What follows belongs to an exercise in optimizing a design on an open flow for small area, a short achievable clock period and few clock cycles per item; a production flow would make more cautious choices.
RTL that was checked went through simulation tests only; none was proved equivalent to the original.
The RTL of runs 2 to 4 was laid out without a check of its function.
Power and IR drop assume default switching activity.

==> flow/design.v (outline; a module is shown in full before it is edited, if it fits) <==
// module hse_huff_rom: 1393 lines
// module hse_item_coder: 150 lines
// module hse_bv_enc: 59 lines
module hse_bv_enc (
    input  wire        clk,
    input  wire        rst,        
    input  wire        in_valid,
    output wire        in_ready,
    input  wire [1:0]  in_op,      
    input  wire [5:0]  in_tbl,
    input  wire [13:0] in_a,
    input  wire [13:0] in_b,
    input  wire        in_sa,
    input  wire        in_sb,
    output wire        out_valid,
    output wire [7:0]  out_byte,
    output wire        err
);
  // ...
==> flow/run.sh <==
#!/bin/bash
# synth_recipe.tcl (not shown) runs the flow's synth.tcl, then flattens the netlist and writes it again
# the make line also repeats each setting of config.mk as NAME=value (left out here)
make -C /OpenROAD-flow-scripts/flow DESIGN_CONFIG=/design/flow/config.mk WORK_HOME=/design/flow/orfs CLKGATE_MAP_FILE= SYNTH_SCRIPT=/design/flow/synth_recipe.tcl finish
==> flow/config.mk <==
export PLATFORM = sky130hd
export DESIGN_NAME = hse_bv_enc
export DESIGN_NICKNAME = hse_bv_enc
export VERILOG_FILES = /design/flow/design.v
export SDC_FILE = /design/flow/constraint.sdc
export NUM_CORES = 4
export LEC_CHECK = 0
export CAP_MARGIN = 40
export CORE_MARGIN = 2
export CORE_UTILIZATION = 15
export PLACE_DENSITY = 0.3
export SLEW_MARGIN = 40
==> flow/constraint.sdc <==
create_clock -name core_clock -period 14.0 [get_ports {clk}]
set_input_delay 2.8000 -clock core_clock [delete_from_list [all_inputs] [get_ports {clk}]]
set_output_delay 2.8000 -clock core_clock [all_outputs]
set_load 0.01 [all_outputs]
==> key figures, run 1 <==
Worst hold path
  • Hold_sp: acc[0]
  • HP Class: register to register

STA
  • Hold Slack: about 460 ps
  • Worst-Margin Slew: around 1100 ps
  • Final period util: 93.7%
  • Fin. max-slew vios: 0

Global route
  • GRT met1 Usage: 55.1%
  • Grt total ovfl: 0

Pwr
  • Internal power: between 800 and 900 uW
  • Clock group total power: between 200 and 250 uW
  • Clock power share: a little under a tenth
  • Sw frac: roughly three fifths

Floorplan
  • Die Width: 447 um
  • Die area: around 0.2 mm2

Final layout
  • Biggest regs: acc: 56 flops, cnt: 6 flops, err_r: 1 flops
  • Fraction of area in multi-input gates: 65.2%
  • FF/Latch Area: ~0.0013 mm2
  • Clock buffer cells: 10
  • Final Cell Area: around 0.042 mm2
  • Commonest non-fill, non-tap cells in the layout: buf_4 (981), nand2_1 (449), nor2_1 (414)
  • Data buffer area share: between 20% and 30%
  • Largest Register: acc
  • Max reg flops: between 50 and 60

Setup path
  • Slowest-stage cell, CP: o21ai_0
  • Crit path from: in_a[3]
  • Reg2Reg Depth: 19
  • Critical Path Stages: 40
  • Crit end category: register
  • Most common cell on crit path: buf_4
  • Crit path capture: acc[24]

Synthesis
  • Syn avg cell area: about 6 um2
  • FFs w/ async S/R, synth: 0%

Placement
  • Dpl cells: about 7.9k
  • Placed cell area: 0.0409 mm2

Run status
  • Outcome: no timing/DRC/antenna violations

Clocking
  • Post-CTS setup buffers: 0
Testbench counts, summed over its fixed seeds: cycles 12,243, items 6,325.
==> module hse_bv_enc, before the edit <==
module hse_bv_enc (
    input  wire        clk,
    input  wire        rst,        
    input  wire        in_valid,
    output wire        in_ready,
    input  wire [1:0]  in_op,      
    input  wire [5:0]  in_tbl,
    input  wire [13:0] in_a,
    input  wire [13:0] in_b,
    input  wire        in_sa,
    input  wire        in_sb,
    output wire        out_valid,
    output wire [7:0]  out_byte,
    output wire        err
);
    wire [47:0] word;
    wire [5:0]  nbits;
    wire        bad;
    hse_item_coder u_coder (
        .op   (in_op),
        .tbl  (in_tbl),
        .a    (in_a),
        .b    (in_b),
        .sa   (in_sa),
        .sb   (in_sb),
        .word (word),
        .nbits(nbits),
        .bad  (bad)
    );
    reg [55:0] acc;
    reg [5:0]  cnt;
    reg        err_r;
    wire       is_flush = (in_op == 2'd2);
    wire [5:0] shamt = 6'd56 - cnt - nbits;
    assign out_valid = (cnt >= 6'd8);
    assign out_byte  = acc[55:48];
    assign in_ready  = !err_r && (cnt < 6'd8);
    assign err       = err_r;
    always @(posedge clk) begin
        if (rst) begin
            acc   <= 56'd0;
            cnt   <= 6'd0;
            err_r <= 1'b0;
        end else if (cnt >= 6'd8) begin
            acc <= acc << 8;
            cnt <= cnt - 6'd8;
        end else if (in_valid && !err_r) begin
            if (bad) begin
                err_r <= 1'b1;
            end else if (is_flush) begin
                if (cnt != 6'd0)
                    cnt <= 6'd8;
            end else begin
                acc <= acc | ({8'd0, word} << shamt);
                cnt <= cnt + nbits;
            end
        end
    end
endmodule
==> inputs of run 2 (changes only) <==
--- a/flow/design.v
+++ b/flow/design.v
@@ -1558,2 +1558,8 @@
 );
+    localparam C = 56;             
+    reg        r1v;
+    reg [1:0]  r1op;
+    reg [5:0]  r1tbl;
+    reg [13:0] r1a, r1b;
+    reg        r1sa, r1sb;
     wire [47:0] word;
@@ -1562,8 +1568,8 @@
     hse_item_coder u_coder (
-        .op   (in_op),
-        .tbl  (in_tbl),
-        .a    (in_a),
-        .b    (in_b),
-        .sa   (in_sa),
-        .sb   (in_sb),
+        .op   (r1op),
+        .tbl  (r1tbl),
+        .a    (r1a),
+        .b    (r1b),
+        .sa   (r1sa),
+        .sb   (r1sb),
         .word (word),
@@ -1572,29 +1578,66 @@
     );
-    reg [55:0] acc;
-    reg [5:0]  cnt;
-    reg        err_r;
-    wire       is_flush = (in_op == 2'd2);
-    wire [5:0] shamt = 6'd56 - cnt - nbits;
-    assign out_valid = (cnt >= 6'd8);
-    assign out_byte  = acc[55:48];
-    assign in_ready  = !err_r && (cnt < 6'd8);
+    reg        r2v;
+    reg        r2f;                
+    reg [44:0] r2w;
+    reg [5:0]  r2n;
+    reg [C-1:0] acc;
+    reg [5:0]   q;
+    reg         ov;
+    reg         rdy;
+    reg         err_r;
+    assign in_ready  = rdy;
+    assign out_valid = ov;
+    assign out_byte  = acc[C-1:C-8];
     assign err       = err_r;
+    wire       o    = (q >= 6'd8);
+    wire [5:0] q1   = o ? q - 6'd8 : q;
+    wire [C-1:0] acc1 = o ? {acc[C-9:0], 8'd0} : acc;
+    wire [6:0] qs   = {1'b0, q1} + {1'b0, (r2f ? 6'd0 : r2n)};
+    wire       fits = (qs <= C);
+    wire       m2   = r2v && fits;                        
+    wire       m1   = r1v && !err_r && (!r2v || m2);      
+    wire       take = in_valid && rdy;
+    wire [5:0] q1up = (q1 + 6'd7) & 6'b111000;
+    wire [5:0] q_n  = !m2 ? q1 : (r2f ? q1up : qs[5:0]);
+    wire [5:0] sh   = C - q1 - r2n;
+    wire [C-1:0] acc_n = (m2 && !r2f) ? (acc1 | ({{(C-45){1'b0}}, r2w} << sh)) : acc1;
+    wire       err_n = err_r || (m1 && bad);
+    wire       r2v_n = (m1 && !bad) || (r2v && !m2);
+    wire [5:0] r2n_n = m1 ? nbits : r2n;
+    wire       r2f_n = m1 ? (r1op == 2'd2) : r2f;
+    wire       r1v_n = take || (r1v && !m1);
+    wire       q_no  = (q_n >= 6'd8);
+    wire [5:0] q_n1  = q_no ? q_n - 6'd8 : q_n;
+    wire [6:0] qs_n  = {1'b0, q_n1} + {1'b0, (r2f_n ? 6'd0 : r2n_n)};
+    wire       rdy_n = !err_n && (!r1v_n || !r2v_n || (qs_n <= C));
     always @(posedge clk) begin
         if (rst) begin
-            acc   <= 56'd0;
-            cnt   <= 6'd0;
+            r1v   <= 1'b0;
+            r2v   <= 1'b0;
+            q     <= 6'd0;
+            ov    <= 1'b0;
+            rdy   <= 1'b0;
             err_r <= 1'b0;
-        end else if (cnt >= 6'd8) begin
-            acc <= acc << 8;
-            cnt <= cnt - 6'd8;
-        end else if (in_valid && !err_r) begin
-            if (bad) begin
-                err_r <= 1'b1;
-            end else if (is_flush) begin
-                if (cnt != 6'd0)
-                    cnt <= 6'd8;
-            end else begin
-                acc <= acc | ({8'd0, word} << shamt);
-                cnt <= cnt + nbits;
-            end
+            acc   <= {C{1'b0}};
+        end else begin
+            r1v   <= r1v_n && !err_n;
+            r2v   <= r2v_n;
+            q     <= q_n;
+            ov    <= q_no;
+            rdy   <= rdy_n;
+            err_r <= err_n;
+            acc   <= acc_n;
+        end
+        if (take) begin
+            r1op  <= in_op;
+            r1tbl <= in_tbl;
+            r1a   <= in_a;
+            r1b   <= in_b;
+            r1sa  <= in_sa;
+            r1sb  <= in_sb;
+        end
+        if (m1) begin
+            r2w <= word[44:0];
+            r2n <= nbits;
+            r2f <= (r1op == 2'd2);
         end
--- a/flow/config.mk
+++ b/flow/config.mk
@@ -7,6 +7,6 @@
 export LEC_CHECK = 0
-export CAP_MARGIN = 40
+export CAP_MARGIN = 10
 export CORE_MARGIN = 2
-export CORE_UTILIZATION = 15
-export PLACE_DENSITY = 0.3
-export SLEW_MARGIN = 40
+export CORE_UTILIZATION = 55
+export PLACE_DENSITY = 0.65
+export SLEW_MARGIN = 10
==> run 2 against run 1 <==
Net effect: the flow now stops in 5_1_grt; area after synthesis increased by 11%; synthesized cell count increased by 4.4%.
==> key figures, run 2 <==
Run status
  • Outcome: stopped before the end (was no timing/DRC/antenna violations)
  • Halt point of the flow: 5_1_grt
  • Error: [ERROR GRT-0116] Global routing finished with congestion. Check the congestion regions in the DRC Viewer.

Synthesis
  • FFs w/ async S/R, synth: 0% (unchanged)
  • Most frequent cells after synthesis: nand2_1 (611), clkbuf_1 (461), nor2_1 (415) (was nand2_1 (470), nor2_1 (449), clkbuf_1 (414))
  • Most common cell in the netlist: nand2_1 (unchanged)
  • Mapped Cells: 4998 (was 4787)
  • Syn avg cell area: 6.52 um2 (was 6.14 um2)
  • Top cell type's share of synthesized area: 7.04% (was 6.56%)
  • Mapped Nets: 5140 (was 4917)
  • Most common flop cell mapped by yosys: dfxtp_1 (unchanged)
  • Number of synthesized flops with an enable pin: 76 (was 0)
  • Mux contribution to synthesized area: 4.19% (was 2.53%)
  • Synthesized flop and latch total: 156 (was 63)
  • Simple-gate area share of the yosys netlist: 31.0% (was 35.2%)
  • Post-synthesis cell type count: 95 (was 105)
  • Main combinational cell family by area after synthesis: compound AO/OA/AOI/OAI gates (unchanged)
  • Dominant cells by area after synthesis: nand2_1 (7.0%), edfxtp_1 (7.0%), a21oi_1 (5.5%) (was a21oi_1 (6.6%), nand2_1 (6.0%), nor2_1 (5.7%))
  • Post-synthesis cell type with the largest combined area: nand2_1 (was a21oi_1)
  • Adder-Cell Fraction of Synth Area: 4.02% (was 3.94%)
  • Post-Synth XOR/XNOR Area: 1.50% (was 1.76%)
  • Synth Warn #: 3 (unchanged)
  • Sequential area share after synthesis: 11.9% (was 4.29%)
  • Synth Cell Area: 0.0326 mm2 (was 0.0294 mm2)
  • Fraction of the mapped netlist area in compound gates: 39.9% (was 43.9%)

Clocking
  • Max clock buf depth: 2 (unchanged)
  • Number of hold buffers added after cts: 0 (unchanged)
  • Root buffer cell: clkbuf_16 (unchanged)
  • H-tree levels: 4 (was 3)
  • CTS sink cnt: 156 (was 63)
  • Number of CTS-inserted buffers: 17 (was 9)
  • Post-CTS setup buffers: 0 (unchanged)
  • Post-CTS resize count: 0 (unchanged)

Floorplan
  • Die Width: 247 um (was 447 um)
  • Die Ht: 247 um (was 447 um)
  • Rows: 89 (was 162)
  • Initial Utilization: 55.4% (was 15.1%)
  • Num ports: 52 (unchanged)

Global route
  • First-pass GRT wire length: between 400000 and 500000 um
  • Grt total ovfl: about 7.6k
  • Global Route Usage Sum: 110%
  • Largest net degree at the start of global routing: 67
  • Vias in the first global route: 58.2k

Placement
  • IO Port Bufs: 51 (unchanged)
  • Routability cong.: 1.77 (was 1.16)
  • HPWL Detailed: 217000 um (was 426000 um)
run 2: worst min-delay path by stage:
stage / depth (start not counted) / endpoint / slack (ps) / startpoint
3_3_place_gp: 2 / acc[10] / 460 / acc[2]
4_1_cts: 2 / acc[10] / 480 / acc[2]
2_1_floorplan: 2 / r2n[2] / 450 / r2n[2]
3_5_place_dp: 2 / acc[10] / 470 / acc[2]
run 2: cells by family after synthesis:
kind of cell    after synthesis
simple gates               2025
flops                       156
xor+xnor                     56
buf+inv                     632
fa+ha+maj                   101
compound gates             1921
mux                         107
run 2: metal layers:
layer | GRT usage, % | overflow
met5 | 93.8 | 178
met4 | 113 | 1212
met3 | 97.0 | 1018
met2 | 128 | 3648
met1 | 103 | 1579
run 2: power groups by stage:
stage	combinational, mW	sequential [mW]	clock [mW]
after floorplan	2.43	0.560	0
after global placement	3.50	0.576	0
after detailed placement	3.59	0.581	0
after CTS	3.61	0.570	0.510
run 2: stage by stage:
| step | instance area, um2 | worst slack [ps] | instances |
|---|---|---|---|
| after detailed placement | 35200 | 4620 | 5602 |
| after floorplan | 32600 | 5950 | 4998 |
| after global placement | 35200 | 4880 | 5602 |
| after CTS | 35800 | 4570 | 5634 |
==> inputs of run 3 (changes only) <==
--- a/flow/config.mk
+++ b/flow/config.mk
@@ -9,4 +9,4 @@
 export CORE_MARGIN = 2
-export CORE_UTILIZATION = 55
-export PLACE_DENSITY = 0.65
+export CORE_UTILIZATION = 40
+export PLACE_DENSITY = 0.5
 export SLEW_MARGIN = 10
==> run 3 against run 2 <==
Net effect: area after synthesis did not move; synthesized cell count did not move; the run again fails in 5_1_grt.
==> key figures, run 3 <==
Run status
  • Outcome: stopped before the end (unchanged)
  • Halt point of the flow: 5_1_grt (unchanged)
  • Error: [ERROR GRT-0116] Global routing finished with congestion. Check the congestion regions in the DRC Viewer. (unchanged)

Global route
  • Vias in the first global route: approximately 63k
  • Global Route Usage Sum: 99.2%
  • First-pass GRT wire length: ~590000 um
  • Largest net degree at the start of global routing: between 60 and 70
  • Grt total ovfl: 5191

Floorplan
  • Die Ht: 289 um (was 247 um)
  • Rows: 104 (was 89)
  • Die Width: 289 um (was 247 um)
  • Num ports: 52 (unchanged)
  • Initial Utilization: 40.5% (was 55.4%)

Synthesis
  • Dominant cells by area after synthesis: nand2_1 (7.0%), edfxtp_1 (7.0%), a21oi_1 (5.5%) (unchanged)
  • Sequential area share after synthesis: 11.9% (unchanged)
  • Mapped Nets: 5140 (unchanged)
  • Number of synthesized flops with an enable pin: 76 (unchanged)
  • Syn avg cell area: 6.52 um2 (unchanged)
  • Most frequent cells after synthesis: nand2_1 (611), clkbuf_1 (461), nor2_1 (415) (unchanged)
  • Post-synthesis cell type count: 95 (unchanged)
  • Most common cell in the netlist: nand2_1 (unchanged)
  • Post-synthesis cell type with the largest combined area: nand2_1 (unchanged)
  • FFs w/ async S/R, synth: 0% (unchanged)
  • Most common flop cell mapped by yosys: dfxtp_1 (unchanged)
  • Synth Warn #: 3 (unchanged)
  • Mapped Cells: 4998 (unchanged)
  • Synth Cell Area: 0.0326 mm2 (unchanged)
  • Top cell type's share of synthesized area: 7.04% (unchanged)
  • Synthesized flop and latch total: 156 (unchanged)

Clocking
  • Post-CTS setup buffers: 0 (unchanged)
  • Number of hold buffers added after cts: 0 (unchanged)
  • CTS sink cnt: 156 (unchanged)
  • H-tree levels: 4 (unchanged)
  • Root buffer cell: clkbuf_16 (unchanged)
  • Number of CTS-inserted buffers: 17 (unchanged)
  • Max clock buf depth: 2 (unchanged)
  • Post-CTS resize count: 0 (unchanged)

Placement
  • Routability cong.: 1.61 (was 1.77)
  • HPWL Detailed: 259000 um (was 217000 um)
  • IO Port Bufs: 51 (unchanged)
-- run 3: cell counts after synthesis --
Identical to the previous run, type by type.
-- run 3: metrics by stage --
step	instance area (um2)	util [%]	setup slack [ps]	cells
floorplan	32600	-	5950	4998
global placement	36200	44.9	4130	5957
detailed placement	36200	44.9	4010	5958
CTS	36800	45.7	3940	5990
-- run 3: kinds of logic after synthesis --
family          count (synthesis)  share of synthesized area (%)
simple gates                 2025                           31.0
mux                           107                           4.19
compound gates               1921                           39.9
flops                         156                           11.9
buf+inv                       632                           7.47
xor+xnor                       56                           1.50
fa+ha+maj                     101                           4.02
-- run 3: worst min path at each step --
stage	start	end	slack (ps)	depth (start not counted)
after CTS	acc[16]	acc[24]	480	2
after floorplan	r2n[2]	r2n[2]	450	2
after global placement	acc[23]	acc[31]	460	2
after detailed placement	acc[17]	acc[17]	470	2
-- run 3: power by group through the flow --
stage / Combinational [mW] / Clock, mW / Sequential [mW]
2_1_floorplan: 2.43 / 0 / 0.560
3_3_place_gp: 3.33 / 0 / 0.586
3_5_place_dp: 3.38 / 0 / 0.590
4_1_cts: 3.42 / 0.508 / 0.580
-- run 3: per-layer routing --
metal / overflow / global-route usage [%]
met2: 2509 / 110
met4: 1172 / 102
met5: 111 / 80.6
met3: 748 / 92.8
met1: 651 / 94.7
==> inputs of run 4 (changes only) <==
--- a/flow/config.mk
+++ b/flow/config.mk
@@ -9,4 +9,4 @@
 export CORE_MARGIN = 2
-export CORE_UTILIZATION = 40
-export PLACE_DENSITY = 0.5
+export CORE_UTILIZATION = 25
+export PLACE_DENSITY = 0.4
 export SLEW_MARGIN = 10
==> run 4 against run 3 <==
Net effect: the run again fails in 5_1_grt; synthesized cell count stayed put; area after synthesis stayed put.
==> key figures, run 4 <==
Run status
  • Outcome: stopped before the end (unchanged)
  • Halt point of the flow: 5_1_grt (unchanged)
  • Error: [ERROR GRT-0116] Global routing finished with congestion. Check the congestion regions in the DRC Viewer. (unchanged)

Placement
  • Pre-CTS setup slack: 3840 ps (was 4010 ps)
  • Placed cell area: 0.0383 mm2 (was 0.0362 mm2)
  • HPWL Detailed: 357000 um (was 259000 um)
  • Dpl cells: 6759 (was 5958)
  • IO Port Bufs: 51 (unchanged)
  • Routability cong.: 1.40 (was 1.61)

Global route
  • Global Route Usage Sum: 82.7%
  • Vias in the first global route: 66.5k
  • Largest net degree at the start of global routing: 67
  • Grt total ovfl: approximately 1.1k
  • First-pass GRT wire length: 759000 um

Floorplan
  • Die Ht: 365 um (was 289 um)
  • Rows: 132 (was 104)
  • Initial Utilization: 25.2% (was 40.5%)
  • Die Width: 365 um (was 289 um)
  • Num ports: 52 (unchanged)

Synthesis
  • Post-synthesis cell type with the largest combined area: nand2_1 (unchanged)
  • Mapped Cells: 4998 (unchanged)
  • Synth Warn #: 3 (unchanged)
  • Synth Cell Area: 0.0326 mm2 (unchanged)
  • Most frequent cells after synthesis: nand2_1 (611), clkbuf_1 (461), nor2_1 (415) (unchanged)
  • Synthesized flop and latch total: 156 (unchanged)
  • Number of synthesized flops with an enable pin: 76 (unchanged)
  • Sequential area share after synthesis: 11.9% (unchanged)
  • Post-synthesis cell type count: 95 (unchanged)
  • Most common flop cell mapped by yosys: dfxtp_1 (unchanged)
  • FFs w/ async S/R, synth: 0% (unchanged)
  • Most common cell in the netlist: nand2_1 (unchanged)
  • Mapped Nets: 5140 (unchanged)
  • Syn avg cell area: 6.52 um2 (unchanged)
  • Top cell type's share of synthesized area: 7.04% (unchanged)
  • Dominant cells by area after synthesis: nand2_1 (7.0%), edfxtp_1 (7.0%), a21oi_1 (5.5%) (unchanged)

Clocking
  • Post-CTS setup buffers: 0 (unchanged)
  • Post-CTS resize count: 0 (unchanged)
  • Max clock buf depth: 2 (unchanged)
  • CTS sink cnt: 156 (unchanged)
  • Root buffer cell: clkbuf_16 (unchanged)
  • Number of CTS-inserted buffers: 17 (unchanged)
  • Number of hold buffers added after cts: 0 (unchanged)
  • H-tree levels: 4 (unchanged)
[run 4: worst min path at each step]
stage / start / slack, ps / to
after global placement: acc[47] / 470 / acc[47]
after detailed placement: acc[18] / 470 / acc[18]
after floorplan: r2n[2] / 450 / r2n[2]
after CTS: acc[45] / 480 / acc[53]
[run 4: through the flow]
step / power, mW / util, %
global placement: 4.09 / 29.5
detailed placement: 4.07 / 29.6
CTS: 4.59 / 30.1
floorplan: 2.99 / -
[run 4: cell families after synthesis]
kind of cell,Yosys count,synth area share (%)
and+or+nand+nor,2025,31.0
muxes,107,4.19
adders and majority gates,101,4.02
AOI/OAI and AO/OA,1921,39.9
buffers and inverters,632,7.47
DFF,156,11.9
xor gates and xnor gates,56,1.50
[run 4: per-layer routing]
| metal | GRT usage (%) | overflow |
|---|---|---|
| met1 | 83.6 | 63 |
| met2 | 91.2 | 488 |
| met5 | 56.0 | 22 |
| met3 | 75.8 | 104 |
| met4 | 79.1 | 377 |
[run 4: power by group through the flow]
| stage | Sequential (mW) | Combinational (mW) | Clock [mW] |
|---|---|---|---|
| 3_3_place_gp | 0.585 | 3.50 | 0 |
| 3_5_place_dp | 0.586 | 3.49 | 0 |
| 4_1_cts | 0.576 | 3.51 | 0.503 |
| 2_1_floorplan | 0.560 | 2.43 | 0 |

separate check: timing with driven ports:
How much do the figures lean on ideal ports? The routed layout below was timed once more, with nothing changed but the port constraints.
Step 1 (the two cells are an assumption about what drives the block):
set clk [get_ports {clk}]
set_driving_cell -lib_cell sky130_fd_sc_hd__clkbuf_16 $clk
set_driving_cell -lib_cell sky130_fd_sc_hd__buf_2 [delete_from_list [all_inputs] $clk]
Step 2 moves the port delays by t, midway between the first and last clock arrival at a register: inputs arrive t later, outputs are due t later. That takes back most of the time a late clock gives input paths.
Three values: ideal ports, drivers, drivers and shift; two values: the first two.
run: run 1
t (ns): 0.390
setup slack, ns: 0.883 / 0.906 / 0.516
worst setup path at the end: input to register
After both steps run 1 still meets setup and hold. The setup slack of run 1 moves by +0.023 ns with the drivers and by -0.367 ns with both steps.
